Context: an optimization exercise on an open-source flow, tuned for small area, a short achievable clock period and few clock cycles. The choices shown serve that exercise and are no tape-out recipe. The RTL was checked by simulation tests, not by an equivalence proof against the original design.

`flow/config.mk`:
```
export PLATFORM = sky130hd
export DESIGN_NAME = bbt_keygen
export DESIGN_NICKNAME = bbt_keygen
export VERILOG_FILES = /design/flow/design.v
export SDC_FILE = /design/flow/constraint.sdc
export NUM_CORES = 4
export LEC_CHECK = 0
export CAP_MARGIN = 20
export CORE_MARGIN = 2
export CORE_UTILIZATION = 40
export SLEW_MARGIN = 20
```
`flow/constraint.sdc`:
```
create_clock -name core_clock -period 10.0 [get_ports {clk}]
set_input_delay 2.0000 -clock core_clock [delete_from_list [all_inputs] [get_ports {clk}]]
set_output_delay 2.0000 -clock core_clock [all_outputs]
set_load 0.01 [all_outputs]
```
`flow/design.v`:
```
module bbt_keygen (
    input  wire         clk,
    input  wire         rst,
    input  wire         cmd_valid,
    output wire         cmd_ready,
    input  wire [2:0]   cmd_op,
    input  wire [31:0]  cmd_arg,
    output reg          done,
    output reg          err,
    output reg  [31:0]  result,
    output reg  [127:0] fkey,
    output reg  [7:0]   name_addr,
    input  wire [7:0]   name_data,
    output reg  [9:0]   mt_raddr,
    input  wire [31:0]  mt_rdata,
    output reg          mt_we,
    output reg  [9:0]   mt_waddr,
    output reg  [31:0]  mt_wdata
);
    localparam OP_SEED     = 3'd0;
    localparam OP_NEXT     = 3'd1;
    localparam OP_NAME     = 3'd2;
    localparam OP_NAME_RAW = 3'd3;
    localparam OP_FILE_KEY = 3'd4;
    localparam S_IDLE   = 4'd0;
    localparam S_HADDR  = 4'd1;
    localparam S_HDATA  = 4'd2;
    localparam S_SEED   = 4'd3;
    localparam S_TR0    = 4'd4;
    localparam S_TR1    = 4'd5;
    localparam S_TR2    = 4'd6;
    localparam S_TR3    = 4'd7;
    localparam S_TW     = 4'd8;
    localparam S_DADDR  = 4'd9;
    localparam S_DWAIT  = 4'd10;
    localparam S_DDATA  = 4'd11;
    localparam S_HWAIT  = 4'd12;
    localparam [31:0] HASH_INIT = 32'h19570320;
    reg [3:0]  state;
    reg [2:0]  op;
    reg        seeded;         
    reg [9:0]  mti;            
    reg [9:0]  idx;            
    reg [31:0] cur;            
    reg [8:0]  nlen;           
    reg [8:0]  npos;           
    reg [7:0]  segpos;         
    reg [31:0] h;              
    reg [31:0] hdot;           
    reg        dot_seen;
    reg [31:0] w0, w1;         
    reg [1:0]  nkey;           
    reg [31:0] seed_q;         
    assign cmd_ready = (state == S_IDLE);
    function [31:0] temper(input [31:0] y0);
        reg [31:0] y;
        begin
            y = y0 ^ (y0 >> 11);
            y = y ^ ((y << 7) & 32'h9D2C5680);
            y = y ^ ((y << 15) & 32'hEFC60000);
            y = y ^ (y >> 18);
            temper = y;
        end
    endfunction
    function [31:0] bswap(input [31:0] x);
        bswap = {x[7:0], x[15:8], x[23:16], x[31:24]};
    endfunction
    wire [9:0] idx_p1   = (idx == 10'd623) ? 10'd0 : idx + 10'd1;
    wire [9:0] idx_p397 = (idx >= 10'd227) ? idx - 10'd227 : idx + 10'd397;
    wire [31:0] seed_next = ({22'd0, idx} + 32'd1) + 32'h6C078965 * (cur ^ (cur >> 30));
    wire [31:0] tw_y   = {w0[31], w1[30:0]};
    wire [31:0] tw_new = mt_rdata ^ (tw_y >> 1) ^ (tw_y[0] ? 32'h9908B0DF : 32'h0);
    wire        raw_mode = (op == OP_NAME_RAW);
    wire [7:0]  c_up     = (!raw_mode && name_data >= 8'h61 && name_data <= 8'h7A)
                           ? name_data - 8'h20 : name_data;
    wire [1:0]  hsh      = raw_mode ? npos[1:0] : segpos[1:0];
    wire [7:0]  hmul     = c_up >> hsh;
    wire [31:0] h_step   = h * {24'd0, hmul} + {24'd0, c_up};
    wire        is_sep   = !raw_mode && (name_data == 8'h2F);
    wire        is_dot   = !raw_mode && (name_data == 8'h2E);
    wire [31:0] h_final  = dot_seen ? hdot : h;
    wire [31:0] drawn    = temper(mt_rdata);
    always @(posedge clk) begin
        if (rst) begin
            state    <= S_IDLE;
            seeded   <= 1'b0;
            mti      <= 10'd0;
            done     <= 1'b0;
            err      <= 1'b0;
            result   <= 32'd0;
            fkey     <= 128'd0;
            mt_we    <= 1'b0;
            mt_raddr <= 10'd0;
            mt_waddr <= 10'd0;
            mt_wdata <= 32'd0;
            name_addr <= 8'd0;
            op       <= 3'd0;
        end else begin
            done  <= 1'b0;
            mt_we <= 1'b0;
            case (state)
            S_IDLE: begin
                if (cmd_valid) begin
                    op <= cmd_op;
                    case (cmd_op)
                    OP_SEED: begin
                        cur   <= cmd_arg;
                        idx   <= 10'd0;
                        state <= S_SEED;
                    end
                    OP_NEXT: begin
                        if (!seeded) begin
                            done   <= 1'b1;
                            err    <= 1'b1;
                            result <= 32'd0;
                        end else begin
                            idx   <= 10'd0;
                            nkey  <= 2'd0;
                            state <= (mti == 10'd0) ? S_TR0 : S_DADDR;
                        end
                    end
                    OP_NAME, OP_NAME_RAW, OP_FILE_KEY: begin
                        if (cmd_arg > 32'd256) begin
                            done   <= 1'b1;
                            err    <= 1'b1;
                            result <= 32'd0;
                        end else begin
                            nlen     <= cmd_arg[8:0];
                            npos     <= 9'd0;
                            segpos   <= 8'd0;
                            h        <= HASH_INIT;
                            dot_seen <= 1'b0;
                            state    <= S_HADDR;
                        end
                    end
                    default: begin
                        done   <= 1'b1;
                        err    <= 1'b1;
                        result <= 32'd0;
                    end
                    endcase
                end
            end
            S_HADDR: begin
                if (npos == nlen) begin
                    if (op == OP_FILE_KEY) begin
                        cur    <= h_final;
                        seed_q <= h_final;
                        idx   <= 10'd0;
                        state <= S_SEED;
                    end else begin
                        done   <= 1'b1;
                        err    <= 1'b0;
                        result <= h_final;
                        state  <= S_IDLE;
                    end
                end else begin
                    name_addr <= npos[7:0];
                    state     <= S_HWAIT;
                end
            end
            S_HWAIT: begin
                state <= S_HDATA;
            end
            S_HDATA: begin
                npos <= npos + 9'd1;
                if (is_sep) begin
                    h        <= HASH_INIT;
                    segpos   <= 8'd0;
                    dot_seen <= 1'b0;
                end else begin
                    if (is_dot) begin
                        hdot     <= h;
                        dot_seen <= 1'b1;
                    end
                    h      <= h_step;
                    segpos <= segpos + 8'd1;
                end
                state <= S_HADDR;
            end
            S_SEED: begin
                mt_we    <= 1'b1;
                mt_waddr <= idx;
                mt_wdata <= cur;
                cur      <= seed_next;
                if (idx == 10'd623) begin
                    seeded <= 1'b1;
                    mti    <= 10'd0;
                    if (op == OP_FILE_KEY) begin
                        idx   <= 10'd0;
                        nkey  <= 2'd0;
                        state <= S_TR0;
                    end else begin
                        done   <= 1'b1;
                        err    <= 1'b0;
                        result <= 32'd0;
                        state  <= S_IDLE;
                    end
                end else begin
                    idx <= idx + 10'd1;
                end
            end
            S_TR0: begin
                mt_raddr <= idx;
                state    <= S_TR1;
            end
            S_TR1: begin
                mt_raddr <= idx_p1;
                state    <= S_TR2;
            end
            S_TR2: begin
                w0       <= mt_rdata;            
                mt_raddr <= idx_p397;
                state    <= S_TR3;
            end
            S_TR3: begin
                w1    <= mt_rdata;               
                state <= S_TW;
            end
            S_TW: begin                          
                mt_we    <= 1'b1;
                mt_waddr <= idx;
                mt_wdata <= tw_new;
                if (idx == 10'd623) begin
                    state <= S_DADDR;
                end else begin
                    idx   <= idx + 10'd1;
                    state <= S_TR0;
                end
            end
            S_DADDR: begin
                mt_raddr <= mti;
                state    <= S_DWAIT;
            end
            S_DWAIT: begin
                state <= S_DDATA;
            end
            S_DDATA: begin
                mti <= (mti == 10'd623) ? 10'd0 : mti + 10'd1;
                if (op == OP_FILE_KEY) begin
                    fkey[32*nkey +: 32] <= bswap(drawn);
                    nkey <= nkey + 2'd1;
                    if (nkey == 2'd3) begin
                        done   <= 1'b1;
                        err    <= 1'b0;
                        result <= seed_q;
                        state  <= S_IDLE;
                    end else begin
                        state <= S_DADDR;
                    end
                end else begin
                    done   <= 1'b1;
                    err    <= 1'b0;
                    result <= drawn;
                    state  <= S_IDLE;
                end
            end
            default: state <= S_IDLE;
            endcase
        end
    end
endmodule
```
`flow/run.sh`:
```
#!/bin/bash
# synth_recipe.tcl (not shown) runs the flow's synth.tcl, then flattens the netlist and writes it again
# the make line also repeats each setting of config.mk as NAME=value (left out here)
make -C /OpenROAD-flow-scripts/flow DESIGN_CONFIG=/design/flow/config.mk WORK_HOME=/design/flow/orfs CLKGATE_MAP_FILE= SYNTH_SCRIPT=/design/flow/synth_recipe.tcl finish
```
==> run notes <==
## sequential cells by signal, indices dropped and copies added, names as in the netlist, 31 cells and up
signal    cells
hdot         32
h            32
mt_wdata     32
seed_q       32
w1           31
cur          32
result       32
fkey        128
## synth_stat cells, drive strengths merged, types with 13 or more instances
cell type and instances:
nor3 57, mux2i 40, inv 580, edfxtp 193
a311oi 26, and3 35, dfxtp 241, a221oi 17
a211oi 40, nor2b 13, nor2 371, xnor2 149
buf 21, fa 318, xor2 74, nand4 16
ha 314, nand3 28, mux2 28, and2 200
a22oi 133, a21oi 128, a21o 27, o21ai 90
clkbuf 146, nand2 244
## critical path: cells and delay by family
| family | cells | cell delay, ns |
|---|---|---|
| adders and majority gates | 5 | 2.32 |
| AOI/OAI and AO/OA | 7 | 1.94 |
| and+or+nand+nor | 5 | 1.44 |
| buffers and inverters | 3 | 0.64 |
| muxes | 2 | 0.52 |
## logic make-up (layout without fill, tap and decap cells)
logic type	Yosys count	after routing	share of synthesized area, %
AOI/OAI and AO/OA	547	547	10.7
xor gates and xnor gates	225	225	5.73
buffers and inverters	749	1024	8.12
adders and majority gates	634	634	29.4
and+or+nand+nor	1021	1021	13.7
DFF	434	434	30.3
muxes	68	68	2.06
other	0	2	0
## final cells by class
| cell class | instances | share of cell area, % |
|---|---|---|
| multi-input combinational | 2495 | 52.9 |
| inverter | 582 | 5.32 |
| antenna | 2 | 0.0122 |
| clock buffer | 70 | 3.48 |
| tap | 1155 | 3.52 |
| sequential | 434 | 25.9 |
| clock inverter | 17 | 0.506 |
| timing repair buffer | 355 | 8.36 |
## routing by layer
| layer | up-vias | part of all wire, % |
|---|---|---|
| li1 | 12600 | - |
| met1 | 13200 | 43 |
| met2 | 745 | 48 |
| met3 | 155 | 5.4 |
| met4 | 0 | 3.4 |
| met5 | - | 0 |
## through the flow
step | cell area, µm² | cells | utilization, % | hold WS, ns | worst slack, ns
2_1_floorplan | 35100 | 3678 | - | 0.446 | 2.15
3_3_place_gp | 39400 | 5021 | 45.4 | 0.440 | 1.11
3_5_place_dp | 39400 | 5021 | 45.4 | 0.447 | 1.05
4_1_cts | 41100 | 5108 | 47.3 | 0.456 | 1.64
5_1_grt | 41100 | 5110 | 47.3 | 0.478 | 1.29
6_report | 41100 | 5110 | 47.3 | 0.452 | 1.62
## worst paths after layout
path                 from     endpoint  slack (ns)  cells past startpoint
max reg2reg       cur[12]      cur[31]        2.69                     22
min           mt_waddr[7]  mt_waddr[7]        0.45                      2
min reg2reg   mt_waddr[7]  mt_waddr[7]        0.45                      2
max          name_data[0]        h[24]        1.62                     22
==> flow_metrics.tcl <==
set metrics [dict create \
    cts_root_buffer "clkbuf_16" \
    dpl.hpwl_mm 82.4 \
    syn_to_final_growth_pct 17.0 \
    grt_pass1_vias 26600 \
    num_io_pins 302 \
    cts_tree "done" \
    holdBufCountCts 0 \
    crit_slowest_cell "a21boi_4" \
    ys.flop_type "dfxtp_1" \
    place.port_buffers 301 \
    cts.sinks 434 \
    cp_max_fo 28 \
    most-common-layout-cells "inv_1 (580), nor2_1 (367), fa_1 (318)" \
    die_h_um 300 \
    vias_per_cell 5.24 \
    coreArea_um2 86900 \
    outcome "complete, no violations" \
    holdCritPathClass "flip-flop to flip-flop" \
    slew_violations 0 \
    cts_made_buffers 48 \
    regArea_um2 10600 \
    grt.total_usage_pct 24.1 \
    critPathArrivalTime_ns 8.85 \
    chipWidth_um 300 \
    drt_iter0_drc 1978 \
    num_vias 26800 \
    synth-seq-cells 434 \
    yosys_warnings 1 \
    end_kind "flip-flop" \
    tns_ns 0 \
    grt_antenna_before_repair 2 \
    tightest_slew_ns 1.13 \
    cp.required_ns 10.48 \
    nNetsFinal 4626 \
    slew_headroom_pct 24.0 \
    initial_core_util_pct 40.4 \
    overflow 0 \
    antenna_left 0 \
    clock_skew_ns 0.0368 \
    avgSynthCellArea_um2 9.54 \
    drive_gt1_share_pct 5.26 \
    dr.pass1.iters 7 \
    grt.busiest_layer "met2" \
    clk_latency_ns 0.62 \
    path_clk_slew_ns 0.06 \
    yosysTopAreaCell "fa_1" \
    final_common_cell "inv_1" \
    rsz0062_at_grt "false" \
    setup_viol 0 \
    grt_max_degree 200 \
    async_flop_share_pct 0 \
    max_stage_delay_ns 0.66 \
    yosys.area.top_type_share_pct 18.1 \
    postCtsSetupBuffers 0 \
    use_met3_pct 3.35 \
    crit_chain "clkdlybuf4s50_1, or3_4, o22ai_1, o41a_1, mux2i_1, a21boi_4, and2_1, fa_1, fa_1, fa_1, inv_1, fa_1, inv_1, ha_1, nand3_1, o31a_1, or4_1, a21oi_1, o21ai_0, a21oi_1, mux2_2, nor2_1" \
    maxCapViolCount 0 \
    fillerInstances 8194 \
    synth_area_leaders "fa_1 (18%), edfxtp_1 (17%), dfxtp_1 (14%)" \
    synth.cell_area_um2 35100 \
    fin_crit_sh_pct 83.8 \
    period_minus_slack_ns 8.38 \
    fp.dieArea_um2 90100 \
    met1_usage_pct 32.6 \
    multiInputGateArea_um2 21700 \
    routed_wirelength_mm 109 \
    num_rows 108 \
    grt.met2_usage_pct 39.8 \
    ys_types 83 \
    max_clock_freq_mhz 119 \
    wl_per_cell_um 21.3 \
    syn_nets 4388 \
    yosysSeqAreaShare_pct 30.3 \
    syn_inst 3678 \
    grt_first_pass_wirelength_mm 166 \
    cp_common_cell "fa_1" \
    cts_resized 0 \
    cts.path.max_buffers 3 \
    synth-edff-count 193 \
    gp_congestion 0.915 \
    htreeDepth 2 \
    critPathKind "input pin to flip-flop" \
    drc 0 \
    worstSetupStartpointType "input pin" \
    hold_viol 0 \
]
Testbench counts, summed over its fixed seeds: cycles 262,471.

[port drivers added, routing unchanged]
No port has a modelled driver above. Below, the same layout with a new extraction and two added sets of constraints. Step 1: set_driving_cell puts a clkbuf_16 on clk and a buf_2 on each other input, an assumption about the parent block. Step 2 moves the port delays by t, midway between the first and last clock arrival at a register: inputs arrive t later, outputs are due t later. That takes back most of the time a late clock gives input paths. Three values: ideal, step 1, step 2; two values: the first two.
shift t [ns]: 0.676
slack for setup (ns): 1.622 / 1.675 / 0.998
latest minus earliest clock arrival (ns): 0.037 / 0.037
pins driven straight from the clock port: 1
After both steps setup and hold are still met in this run. For this run, drivers alone change the setup slack by +0.053 ns; drivers and shift together by -0.624 ns.
